This is an optimization exercise on Yosys and OpenROAD, whose aim is small area, a short achievable clock period and few clock cycles, not a production implementation.
Function was not checked in any run shown here: the RTL went through the layout flow alone.
Power and IR drop assume default switching activity.

==> flow/design.v <==
module cv_repack (
    input  wire        clk,
    input  wire        rst,
    input  wire        cmd_valid,
    output wire        cmd_ready,
    input  wire [5:0]  cmd_old_w,
    input  wire [5:0]  cmd_new_w,
    input  wire [8:0]  cmd_count,
    input  wire        in_valid,
    output wire        in_ready,
    input  wire [31:0] in_data,
    output wire        out_valid,
    input  wire        out_ready,
    output wire [31:0] out_data,
    output reg         done_valid,
    output reg  [5:0]  done_bits,
    output reg         done_err
);
    function [31:0] low_mask;
        input [5:0] w;
        begin
            if (w >= 6'd32)
                low_mask = 32'hffff_ffff;
            else
                low_mask = (32'd1 << w) - 32'd1;
        end
    endfunction
    function [5:0] bits_needed;
        input [31:0] v;
        integer k;
        begin
            bits_needed = 6'd0;
            for (k = 0; k < 32; k = k + 1)
                if (v[k])
                    bits_needed = k[5:0] + 6'd1;
        end
    endfunction
    reg  [5:0]  ow, nw;
    reg  [8:0]  ecnt;          
    reg         busy;          
    reg  [31:0] r0, r1, r2;
    reg  [1:0]  cnt;           
    reg  [4:0]  rp;
    reg  [4:0]  wpr;           
    reg  [5:0]  sp;            
    reg  [1:0]  lead;          
    reg  [2:0]  cr;            
    reg         ev;
    reg  [31:0] e;             
    reg  [5:0]  e_nw;
    reg  [4:0]  e_wp;
    reg         e_cpl, e_last, e_fl;
    reg  [31:0] wacc;          
    reg  [31:0] obuf;
    reg         ov;
    reg         fl;            
    reg         dpend;         
    reg  [5:0]  maxb;          
    reg         errb;          
    assign cmd_ready = !busy;
    wire   accept    = cmd_valid && !busy;
    assign in_ready  = (cr != 3'd0) && (cnt != 2'd3);
    wire   load      = in_valid && in_ready;
    assign out_valid = ov;
    assign out_data  = obuf;
    wire   ofree     = !ov || out_ready;
    wire [6:0]  s     = {2'b0, rp} + {1'b0, ow};        
    wire        fits  = !(s[5] && s[4:0] != 5'd0);      
    wire        avail = busy && ((ow == 6'd0) || cnt[1] || (cnt[0] && fits));
    wire        last  = (ecnt == 9'd1);
    wire [6:0]  t     = {2'b0, wpr} + {1'b0, nw};
    wire [63:0] fx    = {r1, r0};
    wire [47:0] f4    = rp[4] ? fx[63:16] : fx[47:0];
    wire [39:0] f3    = rp[3] ? f4[47:8]  : f4[39:0];
    wire [35:0] f2    = rp[2] ? f3[39:4]  : f3[35:0];
    wire [33:0] f1    = rp[1] ? f2[35:2]  : f2[33:0];
    wire [31:0] fun   = rp[0] ? f1[32:1]  : f1[31:0];
    wire [31:0] elem  = fun & low_mask(ow);
    wire [31:0] m_e   = low_mask(e_nw);
    wire [31:0] en    = e & m_e;
    wire        e_err = ((e & ~m_e) != 32'd0);
    wire [5:0]  e_bn  = bits_needed(e);
    wire [31:0] q0    = e_wp[0] ? {en[30:0], en[31]}    : en;
    wire [31:0] q1    = e_wp[1] ? {q0[29:0], q0[31:30]} : q0;
    wire [31:0] q2    = e_wp[2] ? {q1[27:0], q1[31:28]} : q1;
    wire [31:0] q3    = e_wp[3] ? {q2[23:0], q2[31:24]} : q2;
    wire [31:0] rot   = e_wp[4] ? {q3[15:0], q3[31:16]} : q3;
    wire [31:0] lm    = low_mask({1'b0, e_wp});
    wire [31:0] merged = (wacc & lm) | (rot & ~lm);
    wire        wstall = fl || (e_cpl && !ofree) || (e_last && dpend);
    wire        wtake  = ev && !wstall;
    wire        take   = avail && (!ev || wtake);
    wire        pop_w  = take && s[5];
    wire        flush  = fl && ofree;
    wire        done_now = dpend && !fl && ofree;
    wire [6:0]  s2    = {1'b0, sp} + {1'b0, ow};
    wire [6:0]  s2m   = s2 - 7'd32;
    wire        step  = (lead != 2'd3) && ((ecnt[8:2] != 7'd0) || (ecnt[1:0] > lead));
    wire        sinc  = step && (s2 > 7'd32);
    wire        cmd_zero = (cmd_count == 9'd0);
    always @(posedge clk) begin
        if (rst) begin
            busy       <= 1'b0;
            ecnt       <= 9'd0;
            cnt        <= 2'd0;
            lead       <= 2'd0;
            cr         <= 3'd0;
            ev         <= 1'b0;
            ov         <= 1'b0;
            fl         <= 1'b0;
            dpend      <= 1'b0;
            maxb       <= 6'd0;
            errb       <= 1'b0;
            done_valid <= 1'b0;
        end else begin
            if (accept) begin
                ow   <= cmd_zero ? 6'd0 : cmd_old_w;
                nw   <= cmd_zero ? 6'd0 : cmd_new_w;
                ecnt <= cmd_zero ? 9'd1 : cmd_count;
                busy <= 1'b1;
                sp   <= cmd_zero ? 6'd0 : cmd_old_w;
                lead <= 2'd1;
                cr   <= {2'd0, !cmd_zero && (cmd_old_w != 6'd0)};
                rp   <= 5'd0;
                wpr  <= 5'd0;
            end else begin
                if (step)
                    sp <= sinc ? s2m[5:0] : s2[5:0];
                lead <= lead + {1'b0, step} - {1'b0, take};
                cr   <= cr + {2'd0, sinc} - {2'd0, load};
                if (take) begin
                    ecnt <= ecnt - 9'd1;
                    busy <= !last;
                    rp   <= last ? 5'd0 : s[4:0];
                    wpr  <= last ? 5'd0 : t[4:0];
                end
            end
            if (take && last)
                cnt <= 2'd0;
            else
                cnt <= cnt + {1'b0, load} - {1'b0, pop_w};
            if (take)
                ev <= 1'b1;
            else if (wtake)
                ev <= 1'b0;
            if (flush || (wtake && e_cpl))
                ov <= 1'b1;
            else if (out_ready)
                ov <= 1'b0;
            if (flush)
                fl <= 1'b0;
            else if (wtake && e_last)
                fl <= e_fl;
            if (wtake) begin
                maxb <= e_last ? 6'd0 : ((e_bn > maxb) ? e_bn : maxb);
                errb <= e_last ? 1'b0 : (errb || e_err);
            end
            dpend      <= (wtake && e_last) || (dpend && !done_now);
            done_valid <= done_now;
        end
        if (pop_w) begin
            r0 <= (cnt == 2'd1) ? in_data : r1;
            r1 <= (cnt == 2'd2) ? in_data : r2;
        end else begin
            if (cnt == 2'd0)
                r0 <= in_data;
            if (cnt == 2'd1)
                r1 <= in_data;
        end
        if (cnt == 2'd2 && !pop_w)
            r2 <= in_data;
        if (take) begin
            e      <= elem;
            e_nw   <= nw;
            e_wp   <= wpr;
            e_cpl  <= t[5];
            e_last <= last;
            e_fl   <= (t[4:0] != 5'd0);
        end
        if (wtake && e_last) begin
            done_bits <= (e_bn > maxb) ? e_bn : maxb;
            done_err  <= errb || e_err;
        end
        if (flush) begin
            obuf <= wacc;
        end else if (wtake) begin
            if (e_cpl) begin
                obuf <= merged;
                wacc <= rot & lm;
            end else begin
                wacc <= merged;
            end
        end
    end
endmodule
==> flow/run.sh <==
#!/bin/bash
# synth_recipe.tcl (not shown) runs the flow's synth.tcl, then flattens the netlist and writes it again
# the make line also repeats each setting of config.mk as NAME=value (left out here)
make -C /OpenROAD-flow-scripts/flow DESIGN_CONFIG=/design/flow/config.mk WORK_HOME=/design/flow/orfs CLKGATE_MAP_FILE= SYNTH_SCRIPT=/design/flow/synth_recipe.tcl finish
==> flow/config.mk <==
export PLATFORM = sky130hd
export DESIGN_NAME = cv_repack
export DESIGN_NICKNAME = cv_repack
export VERILOG_FILES = /design/flow/design.v
export SDC_FILE = /design/flow/constraint.sdc
export NUM_CORES = 4
export LEC_CHECK = 0
export ABC_AREA = 0
export ABC_CLOCK_PERIOD_IN_PS = 2500
export CAP_MARGIN = 20
export CORE_MARGIN = 2
export CORE_UTILIZATION = 40
export PLACE_DENSITY = 0.6
export SETUP_SLACK_MARGIN = 4.8
export SLEW_MARGIN = 20
==> flow/constraint.sdc <==
create_clock -name core_clock -period 8.0 [get_ports {clk}]
set_input_delay 1.6000 -clock core_clock [delete_from_list [all_inputs] [get_ports {clk}]]
set_output_delay 1.6000 -clock core_clock [all_outputs]
set_load 0.01 [all_outputs]
==> results.yml, run 1 <==
synth:
  ys_warn_count: 1
  ys_top_cells_by_area: "edfxtp_1 (32%), dfxtp_1 (6.3%), nand2_1 (5.2%)"
  yosysUniqueCellTypes: 106
  ys_ff_latch: 270
  syn_area_um2: 19400
  synth_edf_count: 209
  synth.largest_area_cell: "edfxtp_1"
  async_reset_ff_share_pct: 0
  synth_top_area_share_pct: 32.3
  syn_area_per_cell_um2: 9.18
  syn-num-nets: 2213
  ys_seq_area_share_pct: 38.6
  synthCells: 2116
  ys.flop_type: "edfxtp_1"
global_routing:
  first_global_vias: 18200
  antenna_found_initial: 1
  track_usage_pct: 26.6
  overflow: 0
  grt_max_degree: 61
  grt_pass1_wl_mm: 106
route:
  dr.pass1.iters: 8
  vias: 18600
  drc: 0
  initialDrtViolationCount: 2155
  wirelength_mm: 70.1
  ant_nets: 0
  viasPerCell: 6.36
  drt-wirelength-per-cell_um: 24.0
worst_hold_path:
  min_path_type: "register to register"
floorplanning:
  start_util_pct: 40.6
  die-area_um2: 50300
  pin_count: 101
  core_um2: 47800
  rows: 80
  die_h_um: 224
  fp.dieW_um: 224
cts:
  root_buffer: "clkbuf_16"
  cts.path.max_buffers: 3
  cts_sinks: 270
  path_clk_slew_ps: 60
  insertion_delay_ps: 600
  cts_inserted_buffers: 31
  htree_levels: 1
  cts_tree: "yes"
  cts_hold_buffers: 0
sta:
  skew_ps: 17.8
  setup_viol: 0
  finalHoldViolations: 0
  slew_headroom_pct: 33.7
  period_minus_slack_ps: 3850
  whs_ps: 474
  fmax_mhz: 260
  final-max-slew-violation-count: 0
  grt_setup_unrepaired: "yes"
  tightest_slew_ps: 991
  setup_tns_ps: 0
  min_period_over_period_pct: 48.2
placed_design:
  postPlaceCellArea_um2: 21200
  port_buffers: 100
  gp_congestion: 0.957
  post-dp-hpwl_mm: 45.7
worst_setup_path:
  regToRegSetupSlack_ps: 4150
  cp.required_ps: 8350
  end_kind: "register"
  cp_data_arrival_time_ps: 4200
  critPathKind: "register to register"
  critical_path.max_fanout: 7
  cp-start-kind: "register"
power_and_ir_drop:
  ir_drop_mv: 0.219
  switching_share_pct: 37.0
  leakage_nw: 9.21
  internal_power_mw: 3.90
  power_density_nw_per_um2: 242
  power.switching_mw: 2.29
  comb_power_share_pct: 41.0
  seqPwrFrac_pct: 33.6
  p_clk_share_pct: 25.4
cells_and_area:
  syn2layout_area_growth_pct: 31.7
  drive_gt1_share_pct: 27.6
  final_common_cell: "nand2_1"
  fill_cells: 4203
  final_cell_area_um2: 25600
  mostFrequentLayoutCells: "nand2_1 (251), edfxtp_1 (209), nor2_1 (161)"
  fin_nets: 2377
run:
  maxCapViolCount: 0
status:
  status: "no timing/DRC/antenna violations"
sequential cells by signal, summed over array words and instances, names as in the netlist, 2 cells and up:
| register | flops |
|---|---|
| rp | 5 |
| ow | 6 |
| obuf | 32 |
| e | 32 |
| r1 | 32 |
| ecnt | 9 |
| cnt | 2 |
| sp | 6 |
| lead | 2 |
| r0 | 32 |
| r2 | 32 |
| nw | 6 |
| done_bits | 6 |
| maxb | 6 |
| e_wp | 5 |
| wpr | 5 |
| e_nw | 6 |
| cr | 3 |
| wacc | 32 |
worst paths after layout:
path                        startpoint            endpoint  depth (start not counted)
setup / recovery     e_nw[4]$_DFFE_PP_  obuf[29]$_DFFE_PP_                         11
hold / removal    wpr[3]$_SDFFCE_PP0P_   e_wp[3]$_DFFE_PP_                          0
setup reg to reg     e_nw[4]$_DFFE_PP_  obuf[29]$_DFFE_PP_                         11
hold reg to reg   wpr[3]$_SDFFCE_PP0P_   e_wp[3]$_DFFE_PP_                          0
cell type report:
| type | instances | area, um^2 | area share (%) |
|---|---|---|---|
| Sequential cell | 270 | 7500 | 29.3 |
| Inverter | 77 | 317 | 1.24 |
| Tap cell | 615 | 769 | 3.01 |
| Multi-Input combinational cell | 1612 | 13000 | 50.9 |
| Clock inverter | 20 | 285 | 1.12 |
| Antenna cell | 1 | 2.50 | 0.00978 |
| Timing Repair Buffer | 286 | 2830 | 11.1 |
| Clock buffer | 38 | 842 | 3.29 |
| Timing Repair inverter | 2 | 16.3 | 0.0636 |
synthesized netlist by cell type (23+ instances only):
library cell    n
o21ai_0       107
a32oi_1        37
ha_1           35
edfxtp_1      209
o22ai_1        46
clkbuf_1      106
inv_1          71
a21oi_1       124
a31oi_1        41
buf_1          24
o31ai_1        23
and2_1         39
nor3_1         47
mux4_2         28
mux2i_1        91
nand2_1       267
nor2_1        181
xnor2_1        24
mux2_2         72
o211ai_1       26
dfxtp_1        61
nand3_1        58
cell families (layout without fill, tap and decap cells):
group | count (synthesis) | count (layout) | share of synthesized area [%]
compound gates | 641 | 642 | 23.2
xor+xnor | 33 | 33 | 1.49
fa+ha+maj | 39 | 39 | 2.67
buf+inv | 237 | 423 | 5.04
flops | 270 | 270 | 38.6
mux | 191 | 191 | 12.1
other cells | 0 | 1 | 0
simple gates | 705 | 707 | 16.9
power groups by stage:
stage          logic [mW]  registers, mW  clock network, mW
5_1_grt              2.73           2.11               1.65
2_1_floorplan        1.50           1.99                  0
6_report             2.54           2.08               1.57
4_1_cts              2.29           2.08               1.60
3_3_place_gp         1.95           2.10                  0
3_5_place_dp         1.98           2.11                  0
critical path, cell delays in order, from the launching register on:
cell and delay, ps:
edfxtp_1 520, buf_6 180, nor4_4 300, nand2_1 140, ha_4 240, buf_8 160, a221o_2 460, o2111ai_4 320
a31oi_4 150, mux4_2 550, mux2_4 310, mux2_4 260
metal layers:
layer	share of wire, %	GRT usage, %	wire length (um)	vias to the layer above
li1	-	-	-	8423
met1	41	34.6	28400	9104
met4	4.1	10.9	2890	0
met2	48	44.6	33700	847
met3	7.2	3.79	5030	191
met5	0	0	0	-
what timing repair did:
item | CTS | global route
gates cloned | 9 | 3
setup endpoints to repair | 370 | 263
buffers inserted | 90 | 56
pin swaps | 101 | 101
gates resized for setup | 237 | 147
through the flow:
step | utilization (%) | setup slack (ps) | std cells | total power [mW]
after floorplan | - | 4050 | 2116 | 3.49
after CTS | 50.8 | 4130 | 2861 | 5.96
after global placement | 44.2 | 2760 | 2704 | 4.04
after detailed placement | 44.2 | 2690 | 2704 | 4.09
after global routing | 53.5 | 4080 | 2920 | 6.49
final | 53.5 | 4150 | 2921 | 6.19
==> run 2, diff against run 1 <==
--- a/flow/config.mk
+++ b/flow/config.mk
@@ -6,10 +6,10 @@
 export NUM_CORES = 4
 export LEC_CHECK = 0
 export ABC_AREA = 0
-export ABC_CLOCK_PERIOD_IN_PS = 2500
+export ABC_CLOCK_PERIOD_IN_PS = 3000
 export CAP_MARGIN = 20
 export CORE_MARGIN = 2
 export CORE_UTILIZATION = 40
 export PLACE_DENSITY = 0.6
-export SETUP_SLACK_MARGIN = 4.8
+export SETUP_SLACK_MARGIN = 4.5
 export SLEW_MARGIN = 20
==> results.yml, run 2 <==
synth:
  yosys.area_share.simple_pct: 16.9
  synthAdderAreaFrac_pct: 2.67
  synth.most_common_cell: "nand2_1"
  ys.flop_type: "edfxtp_1"
  synth_edf_count: 209
  yosys.area_share.xor_xnor_pct: 1.49
  ys_top_cells_by_area: "edfxtp_1 (32%), dfxtp_1 (6.3%), nand2_1 (5.2%)"
  syn_area_um2: 19400
  synth.largest_area_cell: "edfxtp_1"
  async_reset_ff_share_pct: 0
  ys_warn_count: 1
  yosysUniqueCellTypes: 106
  syn-num-nets: 2213
  synthTopCellsByCount: "nand2_1 (267), edfxtp_1 (209), nor2_1 (181), a21oi_1 (124), o21ai_0 (107)"
  synth-compound-area-share_pct: 23.2
  synth.area.mux_share_pct: 12.1
  synth_top_area_share_pct: 32.3
  synthCells: 2116
  ys_ff_latch: 270
  ys_seq_area_share_pct: 38.6
  synth_top_family_by_area: "compound AO/OA/AOI/OAI gates"
  syn_area_per_cell_um2: 9.18
route:
  dr.pass1.iters: 8
  wirelength_mm: 67.8
  vias: 18200
  drc: 0
  drt-wirelength-per-cell_um: 23.6
  ant_nets: 0
  viasPerCell: 6.34
  initialDrtViolationCount: 2287
placed_design:
  port_buffers: 100
  post-dp-hpwl_mm: 45.6
  gp_congestion: 0.940
cts:
  htree_levels: 1
  cts_inserted_buffers: 30
  path_clk_slew_ps: 60
  root_buffer: "clkbuf_16"
  cts_tree: "yes"
  insertion_delay_ps: 590
  cts.path.max_buffers: 3
  cts_sinks: 270
floorplanning:
  rows: 80
  fp.dieW_um: 224
  pin_count: 101
  core_um2: 47800
  die-area_um2: 50300
  start_util_pct: 40.6
  die_h_um: 224
run:
  maxCapViolCount: 0
cells_and_area:
  fill_cells: 4340
  syn2layout_area_growth_pct: 26.3
  regArea_um2: 7500
  drive_gt1_share_pct: 23.0
  mostFrequentLayoutCells: "nand2_1 (255), edfxtp_1 (209), nor2_1 (162)"
  final_common_cell: "nand2_1"
  n_antenna_cell: 0
  fin_nets: 2329
  multi_input_area_um2: 12500
power_and_ir_drop:
  leakage_nw: 8.84
  power_density_nw_per_um2: 240
  ir_drop_mv: 0.181
  finalPower_mw: 5.88
sta:
  fmax_mhz: 261
  tightest_slew_ps: 1030
  slew_headroom_pct: 30.7
  period_minus_slack_ps: 3830
  final-max-slew-violation-count: 0
  min_period_over_period_pct: 47.9
  finalHoldViolations: 0
  skew_ps: 21.9
  setup_viol: 0
  setup_tns_ps: 0
  grt_setup_unrepaired: "yes"
worst_setup_path:
  cp_data_arrival_time_ps: 4160
  cp_slowest_stage_delay_ps: 460
  crit_slowest_cell: "a221o_2"
  cp-start-kind: "register"
  end_kind: "register"
  critical_path.max_fanout: 7
  worstPathCellList: "buf_12 -> or2_4 -> nor2_4 -> nand3_2 -> ha_4 -> buf_8 -> a221o_2 -> o2111a_2 -> o31ai_4 -> buf_6 -> mux2i_4 -> a221oi_2 -> o32ai_2 -> mux2_4"
  cp.required_ps: 8330
  critPathKind: "register to register"
worst_hold_path:
  min_path_type: "register to register"
global_routing:
  track_usage_pct: 25.9
  grt_pass1_wl_mm: 103
  first_global_vias: 17400
  overflow: 0
  antenna_found_initial: 0
  grt_max_degree: 73
status:
  status: "no timing/DRC/antenna violations"
run 2: cell counts after synthesis:
No cell type changed its count.
run 2: stage by stage:
step                util [%]  instance area (um^2)  hold slack, ps  worst slack [ps]  instances
floorplan                  -                 19600             431              4050       2116
global placement        43.6                 20900             440              2700       2702
detailed placement      43.6                 20900             443              3100       2702
CTS                     49.7                 23800             456              4220       2841
global route            51.2                 24500             485              4080       2871
finish                  51.2                 24500             463              4170       2871
run 2: final timing paths:
path                   startpoint                end  slack, ps  cells past startpoint
max             e_nw[4]$_DFFE_PP_  obuf[2]$_DFFE_PP_       4170                     14
min          wpr[4]$_SDFFCE_PP0P_  e_wp[4]$_DFFE_PP_        460                      0
max reg2reg     e_nw[4]$_DFFE_PP_  obuf[2]$_DFFE_PP_       4170                     14
min reg2reg  wpr[4]$_SDFFCE_PP0P_  e_wp[4]$_DFFE_PP_        460                      0
run 2: logic make-up (layout without fill, tap and decap cells):
logic type	after synthesis	in the layout
AO/OA/AOI/OAI	641	642
XOR/XNOR	33	33
adder cells (fa/ha/maj)	39	39
buffers and inverters	237	374
flip-flops	270	270
multiplexers	191	191
AND/OR/NAND/NOR	705	707
run 2: where the power goes:
part           switching [mW]  internal [mW]
logic                    1.35           1.02
registers               0.228           1.84
clock network           0.591          0.857
run 2: timing repair:
action                                  in CTS  in global routing
hold buffers                                 0                  0
endpoints found under the setup margin     343                153
pin swaps                                   83                 58
gates resized for setup                    234                102
setup buffers                               75                 28
cloned                                       8                  2
run 2: area by class of cell:
class	count	share of cell area (%)
Sequential cell	270	30.6
Tap cell	615	3.14
Timing Repair Buffer	240	9.83
Clock inverter	16	0.847
Timing Repair inverter	1	0.0204
Multi-Input combinational cell	1612	51.0
Inverter	77	1.21
Clock buffer	40	3.38
run 2: worst max-delay path, delay by kind of cell, from the launching register on:
family                     cells  cell delay (ps)
AOI/OAI and AO/OA              5             1550
buffers and inverters          3              510
and+or+nand+nor                3              460
DFF                            1              430
muxes                          2              370
adders and majority gates      1              240
run 2: per-layer routing:
metal | wire, um | track usage, %
met5 | 0 | 0
met4 | 2650 | 9.23
met3 | 4890 | 3.06
met2 | 31500 | 42.4
met1 | 28800 | 35.5
==> run 3, diff against run 2 <==
--- a/flow/design.v
+++ b/flow/design.v
@@ -57,17 +57,21 @@
     reg         dpend;         
     reg  [5:0]  maxb;          
     reg         errb;          
-    assign cmd_ready = !busy;
-    wire   accept    = cmd_valid && !busy;
-    assign in_ready  = (cr != 3'd0) && (cnt != 2'd3);
-    wire   load      = in_valid && in_ready;
+    reg         crdy;          
+    reg         irdy;          
+    assign cmd_ready = crdy;
+    wire   accept    = cmd_valid && crdy;
+    assign in_ready  = irdy;
+    wire   load      = in_valid && irdy;
     assign out_valid = ov;
     assign out_data  = obuf;
     wire   ofree     = !ov || out_ready;
     wire [6:0]  s     = {2'b0, rp} + {1'b0, ow};        
-    wire        fits  = !(s[5] && s[4:0] != 5'd0);      
-    wire        avail = busy && ((ow == 6'd0) || cnt[1] || (cnt[0] && fits));
-    wire        last  = (ecnt == 9'd1);
+    reg         owz;           
+    reg         fits;          
+    reg         last;          
+    wire        avail = busy && (owz || cnt[1] || (cnt[0] && fits));
+    wire [5:0]  lim   = 6'd32 - ow;
     wire [6:0]  t     = {2'b0, wpr} + {1'b0, nw};
     wire [63:0] fx    = {r1, r0};
     wire [47:0] f4    = rp[4] ? fx[63:16] : fx[47:0];
@@ -77,7 +81,9 @@
     wire [31:0] fun   = rp[0] ? f1[32:1]  : f1[31:0];
     wire [31:0] elem  = fun & low_mask(ow);
     wire [31:0] m_e   = low_mask(e_nw);
-    wire [31:0] en    = e & m_e;
+    wire [31:0] en    = e;
+    wire [6:0]  e_end = {2'b0, e_wp} + {1'b0, e_nw};
+    wire [31:0] fin_m = e_last ? low_mask({1'b0, e_end[4:0]}) : 32'hffff_ffff;
     wire        e_err = ((e & ~m_e) != 32'd0);
     wire [5:0]  e_bn  = bits_needed(e);
     wire [31:0] q0    = e_wp[0] ? {en[30:0], en[31]}    : en;
@@ -98,8 +104,14 @@
     wire        step  = (lead != 2'd3) && ((ecnt[8:2] != 7'd0) || (ecnt[1:0] > lead));
     wire        sinc  = step && (s2 > 7'd32);
     wire        cmd_zero = (cmd_count == 9'd0);
+    wire        busy_n = accept || (busy && !(take && last));
+    wire [2:0]  cr_n   = accept ? {2'd0, !cmd_zero && (cmd_old_w != 6'd0)}
+                                : cr + {2'd0, sinc} - {2'd0, load};
+    wire [1:0]  cnt_n  = (take && last) ? 2'd0 : cnt + {1'b0, load} - {1'b0, pop_w};
     always @(posedge clk) begin
         if (rst) begin
+            crdy       <= 1'b1;
+            irdy       <= 1'b0;
             busy       <= 1'b0;
             ecnt       <= 9'd0;
             cnt        <= 2'd0;
@@ -113,32 +125,34 @@
             errb       <= 1'b0;
             done_valid <= 1'b0;
         end else begin
+            crdy <= !busy_n;
+            irdy <= (cr_n != 3'd0) && (cnt_n != 2'd3);
+            busy <= busy_n;
+            cr   <= cr_n;
+            cnt  <= cnt_n;
             if (accept) begin
                 ow   <= cmd_zero ? 6'd0 : cmd_old_w;
                 nw   <= cmd_zero ? 6'd0 : cmd_new_w;
                 ecnt <= cmd_zero ? 9'd1 : cmd_count;
-                busy <= 1'b1;
+                owz  <= cmd_zero || (cmd_old_w == 6'd0);
+                fits <= 1'b1;
+                last <= cmd_zero || (cmd_count == 9'd1);
                 sp   <= cmd_zero ? 6'd0 : cmd_old_w;
                 lead <= 2'd1;
-                cr   <= {2'd0, !cmd_zero && (cmd_old_w != 6'd0)};
                 rp   <= 5'd0;
                 wpr  <= 5'd0;
             end else begin
                 if (step)
                     sp <= sinc ? s2m[5:0] : s2[5:0];
                 lead <= lead + {1'b0, step} - {1'b0, take};
-                cr   <= cr + {2'd0, sinc} - {2'd0, load};
                 if (take) begin
                     ecnt <= ecnt - 9'd1;
-                    busy <= !last;
+                    last <= (ecnt == 9'd2);
+                    fits <= last || ({1'b0, s[4:0]} <= lim);
                     rp   <= last ? 5'd0 : s[4:0];
                     wpr  <= last ? 5'd0 : t[4:0];
                 end
             end
-            if (take && last)
-                cnt <= 2'd0;
-            else
-                cnt <= cnt + {1'b0, load} - {1'b0, pop_w};
             if (take)
                 ev <= 1'b1;
             else if (wtake)
@@ -186,9 +200,9 @@
         end else if (wtake) begin
             if (e_cpl) begin
                 obuf <= merged;
-                wacc <= rot & lm;
+                wacc <= rot & lm & fin_m;
             end else begin
-                wacc <= merged;
+                wacc <= merged & fin_m;
             end
         end
     end
==> results.yml, run 3 <==
status:
  status: "no timing/DRC/antenna violations"
worst_setup_path:
  critPathTopFamily: "buffers and inverters"
  cp_slowest_stage_delay_ps: 290
  worstPathCellList: "dlygate4sd2_1 -> and3b_2 -> o21a_4 -> nor3_4 -> mux2i_4 -> buf_12 -> inv_16 -> ha_1 -> inv_1 -> ha_2 -> xnor2_2 -> xnor2_1 -> nand3_1 -> o31a_1"
  crit_slowest_cell: "and3b_2"
  critPathKind: "input port to register"
  end_kind: "register"
  cp.required_ps: 8420
  cp-start-kind: "input port"
  critPathBufInv: 4
  critical_path.max_fanout: 20
  cp_data_arrival_time_ps: 3860
synth:
  ys.flop_type: "edfxtp_1"
  synthTopCellsByCount: "edfxtp_1 (212), a21oi_1 (146), nor2_1 (138), nand2_1 (127), mux2_2 (117)"
  synth.largest_area_cell: "edfxtp_1"
  async_reset_ff_share_pct: 0
  ys_top_cells_by_area: "edfxtp_1 (31%), mux4_2 (7.4%), mux2_2 (6.4%)"
  synth_top_area_share_pct: 31.0
  syn_area_um2: 20500
  ys_seq_area_share_pct: 37.2
  yosysUniqueCellTypes: 92
  ys_warn_count: 1
  syn_area_per_cell_um2: 9.89
  synthCells: 2075
  synth_edf_count: 212
  synth.most_common_cell: "edfxtp_1"
  ys_ff_latch: 275
  syn-num-nets: 2189
floorplanning:
  pin_count: 101
  start_util_pct: 40.7
  die-area_um2: 53100
  die_h_um: 230
  rows: 82
  fp.dieW_um: 230
  core_um2: 50400
cells_and_area:
  final_util_pct: 47.7
  fin_nets: 2250
  final_cells: 2832
  syn2layout_area_growth_pct: 17.1
  drive_gt1_share_pct: 19.6
  final_common_cell: "edfxtp_1"
  fill_cells: 4620
  final_cell_area_um2: 24000
  n_antenna_cell: 0
  mostFrequentLayoutCells: "edfxtp_1 (212), a21oi_1 (140), nor2_1 (128)"
global_routing:
  grt_max_degree: 73
  antenna_found_initial: 0
  track_usage_pct: 22.7
  overflow: 0
  first_global_vias: 16600
  grt_pass1_wl_mm: 96.2
placed_design:
  dp.cells: 2711
  postPlaceCellArea_um2: 22000
  dp_slack_ps: 3020
  gp_congestion: 0.924
  port_buffers: 100
  post-dp-hpwl_mm: 41.9
sta:
  final-max-slew-violation-count: 0
  grt_setup_unrepaired: "no"
  skew_ps: 21.2
  whs_ps: 469
  min_period_over_period_pct: 42.9
  period_minus_slack_ps: 3430
  finalHoldViolations: 0
  tightest_slew_ps: 957
  setup_viol: 0
  slew_headroom_pct: 35.9
  setup_tns_ps: 0
  fmax_mhz: 291
  finalWorstSetupSlack_ps: 4570
run:
  maxCapViolCount: 0
cts:
  cts_sinks: 275
  cts_hold_buffers: 0
  cts.path.max_buffers: 3
  htree_levels: 2
  insertion_delay_ps: 550
  cts_tree: "yes"
  root_buffer: "clkbuf_16"
  cts_inserted_buffers: 34
  path_clk_slew_ps: 60
power_and_ir_drop:
  leakage_nw: 8.45
  finalPower_mw: 6.07
  ir_drop_mv: 0.231
  power_density_nw_per_um2: 253
route:
  drt-wirelength-per-cell_um: 21.7
  vias: 17600
  ant_nets: 0
  wirelength_mm: 61.4
  initialDrtViolationCount: 1850
  drc: 0
  dr.pass1.iters: 5
  viasPerCell: 6.22
worst_hold_path:
  min_path_type: "register to register"
[run 3: cell types whose count changed after synthesis, moves of 19 or more]
cell,previous run,this run
a211oi_1,22,48
mux4_2,28,67
nand2_1,267,127
nor2_1,181,138
nor3_1,47,84
a32oi_1,37,1
a21oi_1,124,146
inv_1,71,46
or3_1,11,40
nor4_1,14,46
mux2_2,72,117
o211ai_1,26,7
buf_2,20,50
[run 3: cell type report]
cell class	count	area [um^2]	share of cell area (%)
inverter	51	208	0.864
multi-input combinational	1575	12300	51.3
tap	672	841	3.50
sequential	275	7630	31.8
clock buffer	48	945	3.93
timing repair inverter	1	8.76	0.0365
clock inverter	12	153	0.635
timing repair buffer	198	1920	8.00
[run 3: repair_timing]
action / 4_1_cts / 5_1_grt
gates resized for setup: 49 / 48
setup endpoints to repair: 146 / 76
setup buffers: 24 / 32
pin swaps: 8 / 25
gates cloned: 4 / 1
[run 3: metal layers]
| layer | up-vias | track usage [%] | share of wire [%] |
|---|---|---|---|
| met3 | 113 | 4.14 | 7.6 |
| met5 | - | 0 | 0 |
| met1 | 8534 | 30.8 | 43 |
| met4 | 0 | 8.02 | 3.2 |
| met2 | 776 | 36.5 | 47 |
| li1 | 8189 | - | - |
[run 3: report_power, final]
group | internal [mW] | switching, mW | total, mW
Clock | 0.925 | 0.622 | 1.55
Combinational | 1.08 | 1.27 | 2.34
Sequential | 1.88 | 0.299 | 2.18
[run 3: kinds of logic (layout without fill, tap and decap cells)]
group / after synthesis / in the layout / synth area share [%]
XOR/XNOR: 51 / 51 / 2.29
AO/OA/AOI/OAI: 548 / 548 / 17.4
buffers and inverters: 225 / 310 / 4.78
AND/OR/NAND/NOR: 635 / 635 / 15.8
flip-flops: 275 / 275 / 37.2
adder cells (fa/ha/maj): 56 / 56 / 3.60
multiplexers: 285 / 285 / 19.0
[run 3: path summary, 6_finish.rpt]
check                            start  cells past startpoint                end  slack (ps)
setup / recovery             out_ready                     14    irdy$_SDFF_PP0_        4570
hold / removal    wpr[4]$_SDFFCE_PP0P_                      0  e_wp[4]$_DFFE_PP_         470
setup reg to reg       ow[0]$_DFFE_PP_                     16    irdy$_SDFF_PP0_        4650
hold reg to reg   wpr[4]$_SDFFCE_PP0P_                      0  e_wp[4]$_DFFE_PP_         470
==> run 4, diff against run 3 <==
--- a/flow/config.mk
+++ b/flow/config.mk
@@ -5,8 +5,7 @@
 export SDC_FILE = /design/flow/constraint.sdc
 export NUM_CORES = 4
 export LEC_CHECK = 0
-export ABC_AREA = 0
-export ABC_CLOCK_PERIOD_IN_PS = 3000
+export ABC_AREA = 1
 export CAP_MARGIN = 20
 export CORE_MARGIN = 2
 export CORE_UTILIZATION = 40
==> results.yml, run 4 <==
status:
  status: "no timing/DRC/antenna violations"
synth:
  ys_seq_area_share_pct: 38.0
  synth_edf_count: 212
  ys.flop_type: "edfxtp_1"
  ys_ff_latch: 275
  ys_top_cells_by_area: "edfxtp_1 (32%), nand2_1 (11%), o21ai_0 (7.5%)"
  async_reset_ff_share_pct: 0
  syn-num-nets: 2842
  yosysUniqueCellTypes: 69
  synthCells: 2728
  syn_area_per_cell_um2: 7.36
  synth.most_common_cell: "nand2_1"
  syn_area_um2: 20100
  synthTopCellsByCount: "nand2_1 (609), nor2_1 (341), o21ai_0 (301), inv_1 (276), edfxtp_1 (212)"
  synth_top_area_share_pct: 31.7
  synth.largest_area_cell: "edfxtp_1"
  ys_warn_count: 1
route:
  drc: 0
  viasPerCell: 5.50
  wirelength_mm: 67.2
  ant_nets: 0
  dr.pass1.iters: 6
  vias: 19700
  drt-wirelength-per-cell_um: 18.8
  initialDrtViolationCount: 2120
global_routing:
  grt_busiest_layer: "met2"
  use_met2_pct: 40.3
  use_met3_pct: 3.44
  grt_max_degree: 66
  first_global_vias: 18200
  grt_pass1_wl_mm: 102
  antenna_found_initial: 1
  track_usage_pct: 24.7
  overflow: 0
  grtUsageMet1_pct: 33.8
cts:
  cts_inserted_buffers: 31
  root_buffer: "clkbuf_16"
  cts.path.max_buffers: 3
  cts_tree: "yes"
  insertion_delay_ps: 600
  cts_sinks: 275
  htree_levels: 1
  path_clk_slew_ps: 70
sta:
  setup_tns_ps: 0
  skew_ps: 21.5
  min_period_over_period_pct: 50.4
  finalHoldViolations: 0
  setup_viol: 0
  fmax_mhz: 248
  tightest_slew_ps: 1010
  grt_setup_unrepaired: "yes"
  finalWorstSetupSlack_ps: 3970
  slew_headroom_pct: 32.4
  period_minus_slack_ps: 4030
  final-max-slew-violation-count: 0
placed_design:
  gp_congestion: 0.939
  post-dp-hpwl_mm: 47.2
  dp_slack_ps: 3080
  dp.cells: 3382
  port_buffers: 100
floorplanning:
  start_util_pct: 40.2
  pin_count: 101
  core_um2: 49900
  fp.dieW_um: 228
  die-area_um2: 52000
  rows: 82
  die_h_um: 228
power_and_ir_drop:
  leakage_nw: 10.4
  ir_drop_mv: 0.187
  power_density_nw_per_um2: 232
worst_setup_path:
  end_kind: "register"
  cp.required_ps: 8350
  regToRegSetupSlack_ps: 3970
  cp_slowest_stage_delay_ps: 430
  crit_top_cell: "nor2_4"
  critPathKind: "register to register"
  cp-start-kind: "register"
  critical_path.max_fanout: 5
  cp_data_arrival_time_ps: 4390
  crit_slowest_cell: "edfxtp_1"
run:
  maxCapViolCount: 0
cells_and_area:
  final_common_cell: "nand2_1"
  syn2layout_area_growth_pct: 24.3
  fin_nets: 2995
  mostFrequentLayoutCells: "nand2_1 (566), nor2_1 (307), o21ai_0 (290)"
  final_cells: 3579
  drive_gt1_share_pct: 15.9
worst_hold_path:
  min_path_type: "register to register"
==> run 4: final cells by class <==
class / instances / area (um^2)
inverters: 318 / 1270
repair inverters: 3 / 17.5
flip-flops and latches: 275 / 7630
well taps: 672 / 841
multi-input cells: 2002 / 11700
repair buffers: 250 / 2480
diodes: 1 / 2.50
fillers: 4857 / 24900
clock buffers: 41 / 843
clock inverters: 17 / 151
==> run 4: cell families (layout without fill, tap and decap cells) <==
group / Yosys count / after routing / synth area share (%)
simple gates: 1214 / 1214 / 25.2
compound gates: 558 / 558 / 15.9
buf+inv: 451 / 629 / 8.65
flops: 275 / 275 / 38.0
mux: 130 / 130 / 6.49
fa+ha+maj: 56 / 56 / 3.68
xor+xnor: 44 / 44 / 2.01
other cells: 0 / 1 / 0
==> run 4: final timing paths <==
path,from,endpoint,depth (start not counted)
worst min-delay path,wpr[4]$_SDFFCE_PP0P_,e_wp[4]$_DFFE_PP_,0
worst max register to register,e_wp[0]$_DFFE_PP_,wacc[30]$_DFFE_PP_,33
worst min register to register,wpr[4]$_SDFFCE_PP0P_,e_wp[4]$_DFFE_PP_,0
worst max-delay path,e_wp[0]$_DFFE_PP_,wacc[30]$_DFFE_PP_,33
==> run 4: what timing repair did <==
item	CTS	global route
setup buffers	80	48
pin swaps	37	80
gates resized for setup	108	183
endpoints found under the setup margin	221	122
hold buffers	0	0
gates cloned	8	1
==> run 4: layer usage <==
metal  vias up  part of all wire, %
met5         -                    0
met4         0                  3.4
met3       130                  6.9
met2       739                   46
met1      9269                   44
li1       9543                    -
==> run 4: critical path: cells and delay by family, from the launching register on <==
kind            cells  cell delay, ps
buf+inv            10             720
xor+xnor            1             260
compound gates      4             400
flops               1             430
fa+ha+maj           3             630
simple gates       15            1340
==> run 4: metrics by stage <==
step	hold WS [ps]	cell area [um^2]	util, %	total power, mW
finish	461	25000	50.0	5.79
global route	480	25000	50.0	6.15
CTS	465	23800	47.8	5.62
detailed placement	449	21600	43.4	4.02
global placement	456	21600	43.4	3.98
floorplan	431	20200	-	3.41
==> run 4: power breakdown <==
group	switching [mW]	internal, mW	total [mW]
logic	1.42	0.871	2.29
registers	0.208	1.88	2.09
clock network	0.604	0.806	1.41
==> run 5, diff against run 4 <==
--- a/flow/design.v
+++ b/flow/design.v
@@ -38,7 +38,8 @@
     reg  [5:0]  ow, nw;
     reg  [8:0]  ecnt;          
     reg         busy;          
-    reg  [31:0] r0, r1, r2;
+    reg  [31:0] r0, r1, r2;    
+    reg  [1:0]  wr, rw;
     reg  [1:0]  cnt;           
     reg  [4:0]  rp;
     reg  [4:0]  wpr;           
@@ -73,7 +74,21 @@
     wire        avail = busy && (owz || cnt[1] || (cnt[0] && fits));
     wire [5:0]  lim   = 6'd32 - ow;
     wire [6:0]  t     = {2'b0, wpr} + {1'b0, nw};
-    wire [63:0] fx    = {r1, r0};
+    wire [1:0]  rw1   = (rw == 2'd2) ? 2'd0 : rw + 2'd1;
+    reg  [31:0] blo, bhi;
+    always @(*) begin
+        case (rw)
+            2'd0:    blo = r0;
+            2'd1:    blo = r1;
+            default: blo = r2;
+        endcase
+        case (rw1)
+            2'd0:    bhi = r0;
+            2'd1:    bhi = r1;
+            default: bhi = r2;
+        endcase
+    end
+    wire [63:0] fx    = {bhi, blo};
     wire [47:0] f4    = rp[4] ? fx[63:16] : fx[47:0];
     wire [39:0] f3    = rp[3] ? f4[47:8]  : f4[39:0];
     wire [35:0] f2    = rp[2] ? f3[39:4]  : f3[35:0];
@@ -115,6 +130,8 @@
             busy       <= 1'b0;
             ecnt       <= 9'd0;
             cnt        <= 2'd0;
+            wr         <= 2'd0;
+            rw         <= 2'd0;
             lead       <= 2'd0;
             cr         <= 3'd0;
             ev         <= 1'b0;
@@ -130,6 +147,15 @@
             busy <= busy_n;
             cr   <= cr_n;
             cnt  <= cnt_n;
+            if (take && last) begin
+                wr <= 2'd0;
+                rw <= 2'd0;
+            end else begin
+                if (load)
+                    wr <= (wr == 2'd2) ? 2'd0 : wr + 2'd1;
+                if (pop_w)
+                    rw <= rw1;
+            end
             if (accept) begin
                 ow   <= cmd_zero ? 6'd0 : cmd_old_w;
                 nw   <= cmd_zero ? 6'd0 : cmd_new_w;
@@ -172,17 +198,13 @@
             dpend      <= (wtake && e_last) || (dpend && !done_now);
             done_valid <= done_now;
         end
-        if (pop_w) begin
-            r0 <= (cnt == 2'd1) ? in_data : r1;
-            r1 <= (cnt == 2'd2) ? in_data : r2;
-        end else begin
-            if (cnt == 2'd0)
-                r0 <= in_data;
-            if (cnt == 2'd1)
-                r1 <= in_data;
-        end
-        if (cnt == 2'd2 && !pop_w)
-            r2 <= in_data;
+        if (irdy) begin
+            case (wr)
+                2'd0:    r0 <= in_data;
+                2'd1:    r1 <= in_data;
+                default: r2 <= in_data;
+            endcase
+        end
         if (take) begin
             e      <= elem;
             e_nw   <= nw;
--- a/flow/config.mk
+++ b/flow/config.mk
@@ -5,7 +5,8 @@
 export SDC_FILE = /design/flow/constraint.sdc
 export NUM_CORES = 4
 export LEC_CHECK = 0
-export ABC_AREA = 1
+export ABC_AREA = 0
+export ABC_CLOCK_PERIOD_IN_PS = 3000
 export CAP_MARGIN = 20
 export CORE_MARGIN = 2
 export CORE_UTILIZATION = 40
==> results.yml, run 5 <==
cells_and_area:
  syn2layout_area_growth_pct: 18.6
  fill_cells: 4706
  regArea_um2: 8030
  multi_input_area_um2: 12500
  mostFrequentLayoutCells: "edfxtp_1 (244), nor2_1 (158), nand2_1 (145)"
  final_common_cell: "edfxtp_1"
  drive_gt1_share_pct: 22.4
  fin_nets: 2245
  n_antenna_cell: 0
sta:
  finalHoldViolations: 0
  period_minus_slack_ps: 3470
  setup_tns_ps: 0
  setup_viol: 0
  tightest_slew_ps: 985
  fmax_mhz: 288
  grt_setup_unrepaired: "yes"
  final-max-slew-violation-count: 0
  skew_ps: 19.2
  slew_headroom_pct: 34.2
  min_period_over_period_pct: 43.4
placed_design:
  port_buffers: 100
  post-dp-hpwl_mm: 43.4
  gp_congestion: 0.955
power_and_ir_drop:
  leakage_nw: 9.11
  power_density_nw_per_um2: 239
  ir_drop_mv: 0.117
  finalPower_mw: 5.94
route:
  wirelength_mm: 63.7
  drc: 0
  vias: 17300
  viasPerCell: 6.09
  dr.pass1.iters: 6
  ant_nets: 0
  drt-wirelength-per-cell_um: 22.5
  initialDrtViolationCount: 1537
cts:
  cts.path.max_buffers: 3
  path_clk_slew_ps: 70
  cts_tree: "yes"
  cts_hold_buffers: 0
  root_buffer: "clkbuf_16"
  cts_inserted_buffers: 35
  insertion_delay_ps: 560
  cts_sinks: 279
  htree_levels: 2
synth:
  synthTopCellsByCount: "edfxtp_1 (244), nor2_1 (170), nand2_1 (151), a21oi_1 (136), mux2i_1 (135)"
  syn-num-nets: 2139
  ys_seq_area_share_pct: 38.3
  synth_edf_count: 244
  synth-compound-area-share_pct: 14.9
  synth_top_family_by_area: "multiplexers"
  async_reset_ff_share_pct: 0
  synthCells: 2025
  synthAdderAreaFrac_pct: 3.52
  synth.largest_area_cell: "edfxtp_1"
  ys_ff_latch: 279
  yosysUniqueCellTypes: 87
  yosys.area_share.xor_xnor_pct: 2.30
  ys_warn_count: 1
  ys.flop_type: "edfxtp_1"
  syn_area_per_cell_um2: 10.4
  synth.most_common_cell: "edfxtp_1"
  syn_area_um2: 21000
  ys_top_cells_by_area: "edfxtp_1 (35%), mux4_2 (10%), mux2i_1 (6.4%)"
  synth_top_area_share_pct: 34.9
  synth.area.mux_share_pct: 23.6
  yosys.area_share.simple_pct: 13.1
status:
  status: "no timing/DRC/antenna violations"
global_routing:
  grt_pass1_wl_mm: 97.8
  grt_max_degree: 68
  first_global_vias: 16800
  track_usage_pct: 23.1
  antenna_found_initial: 0
  overflow: 0
floorplanning:
  start_util_pct: 40.6
  fp.dieW_um: 233
  rows: 83
  die_h_um: 233
  die-area_um2: 54300
  pin_count: 101
  core_um2: 51600
worst_setup_path:
  regToRegSetupSlack_ps: 4530
  cp-start-kind: "register"
  cp_data_arrival_time_ps: 3760
  critPathKind: "register to register"
  cp.required_ps: 8290
  critical_path.max_fanout: 11
  end_kind: "register"
worst_hold_path:
  min_path_type: "register to register"
run:
  maxCapViolCount: 0
-- run 5: changes by cell type in the layout (fill, tap and decap cells not counted), sizes merged, moves of 21 or more --
cell,previous run,this run
a21oi,92,136
and2,1,30
buf,144,114
dfxtp,63,35
edfxtp,212,244
inv,305,61
mux2,1,130
mux4,0,94
nand2,615,151
nand2b,0,22
nand3,117,32
nor2,359,170
o211ai,35,14
o21ai,322,117
-- run 5: power breakdown --
group / internal, mW / switching (mW)
Clock: 0.971 / 0.629
Combinational: 1.03 / 1.31
Sequential: 1.84 / 0.153
-- run 5: cells by family (layout without fill, tap and decap cells) --
logic type / count (synthesis) / count (layout)
buf+inv: 213 / 343
fa+ha+maj: 56 / 56
mux: 359 / 359
xor+xnor: 55 / 55
compound gates: 493 / 493
flops: 279 / 279
simple gates: 570 / 570
-- run 5: cell type report --
cell class | instances | share of cell area (%)
inverters | 63 | 0.981
flip-flops and latches | 279 | 32.3
clock buffers | 44 | 3.99
repair buffers | 219 | 8.46
clock inverters | 17 | 0.649
well taps | 680 | 3.42
multi-input cells | 1533 | 50.2
-- run 5: timing repair --
action                                  4_1_cts  5_1_grt
pin swaps                                    14       22
resized for setup                            55       63
endpoints found under the setup margin       79       58
cloned                                        3        2
setup buffers                                48       33
-- run 5: per-stage QoR --
step	cell area, um^2	hold slack (ps)	worst slack (ps)	std cells	util, %
finish	24900	464	4530	2835	48.2
global route	24900	485	4440	2835	48.2
CTS	24300	468	4450	2799	47.2
detailed placement	22400	455	3190	2687	43.5
global placement	22400	450	3300	2687	43.5
floorplan	21000	431	4510	2025	-
-- run 5: per-layer routing --
metal  up-vias  GRT usage [%]  routed length, um
li1       7997              -                  -
met1      8487           30.8              27200
met2       638           37.9              30400
met3       144           3.62               3820
met4         0           8.52               2320
met5         -              0                  0
-- run 5: worst paths after layout --
kind,start,end,cells past startpoint
setup / recovery,e_wp[0]$_DFFE_PP_,wacc[12]$_DFFE_PP_,13
hold / removal,nw[0]$_SDFFCE_PP0P_,e_nw[0]$_DFFE_PP_,0
hold reg to reg,nw[0]$_SDFFCE_PP0P_,e_nw[0]$_DFFE_PP_,0
setup reg to reg,e_wp[0]$_DFFE_PP_,wacc[12]$_DFFE_PP_,13
-- run 5: critical path, cell delays in order, from the launching register on --
cell	delay, ps
edfxtp_1	450
buf_12	160
ha_1	200
fa_2	540
inv_1	260
nand2_2	200
nor2_1	230
nand2_1	150
ha_4	230
buf_12	140
nand2_1	80
o22ai_1	90
a221oi_1	390
a21oi_1	90

separate check: timing with driven ports:
Ports are ideal in the flow. The routed layouts listed here were re-timed in OpenROAD. Step 1 sets driving cells, clkbuf_16 on the clock port and buf_2 on the other inputs (assumed; they add their load-dependent delay and slew). Step 2 adds t to the input delays and takes it off the output delays; t is the mean of the earliest and latest rising clock arrival at the registers after step 1. Input paths then give back, and output paths get back, about the clock's delay inside the block. Slacks: ideal / step 1 / step 2; pairs: ideal / step 1.
run | t (ns) | setup slack, ns | pins driven straight from the clock port
run 1 | 0.653 | 4.148 / 4.148 / 4.148 | 1
run 2 | 0.634 | 4.169 / 4.169 / 3.759 | 1
run 3 | 0.596 | 4.565 / 4.594 / 3.998 | 1
run 4 | 0.647 | 3.967 / 3.967 / 3.967 | 1
run 5 | 0.603 | 4.530 / 4.530 / 4.113 | 1
After both steps setup and hold are still met in every run listed. The setup slack of run 3, which loses most, moves by +0.029 ns with the drivers and by -0.567 ns with both steps.
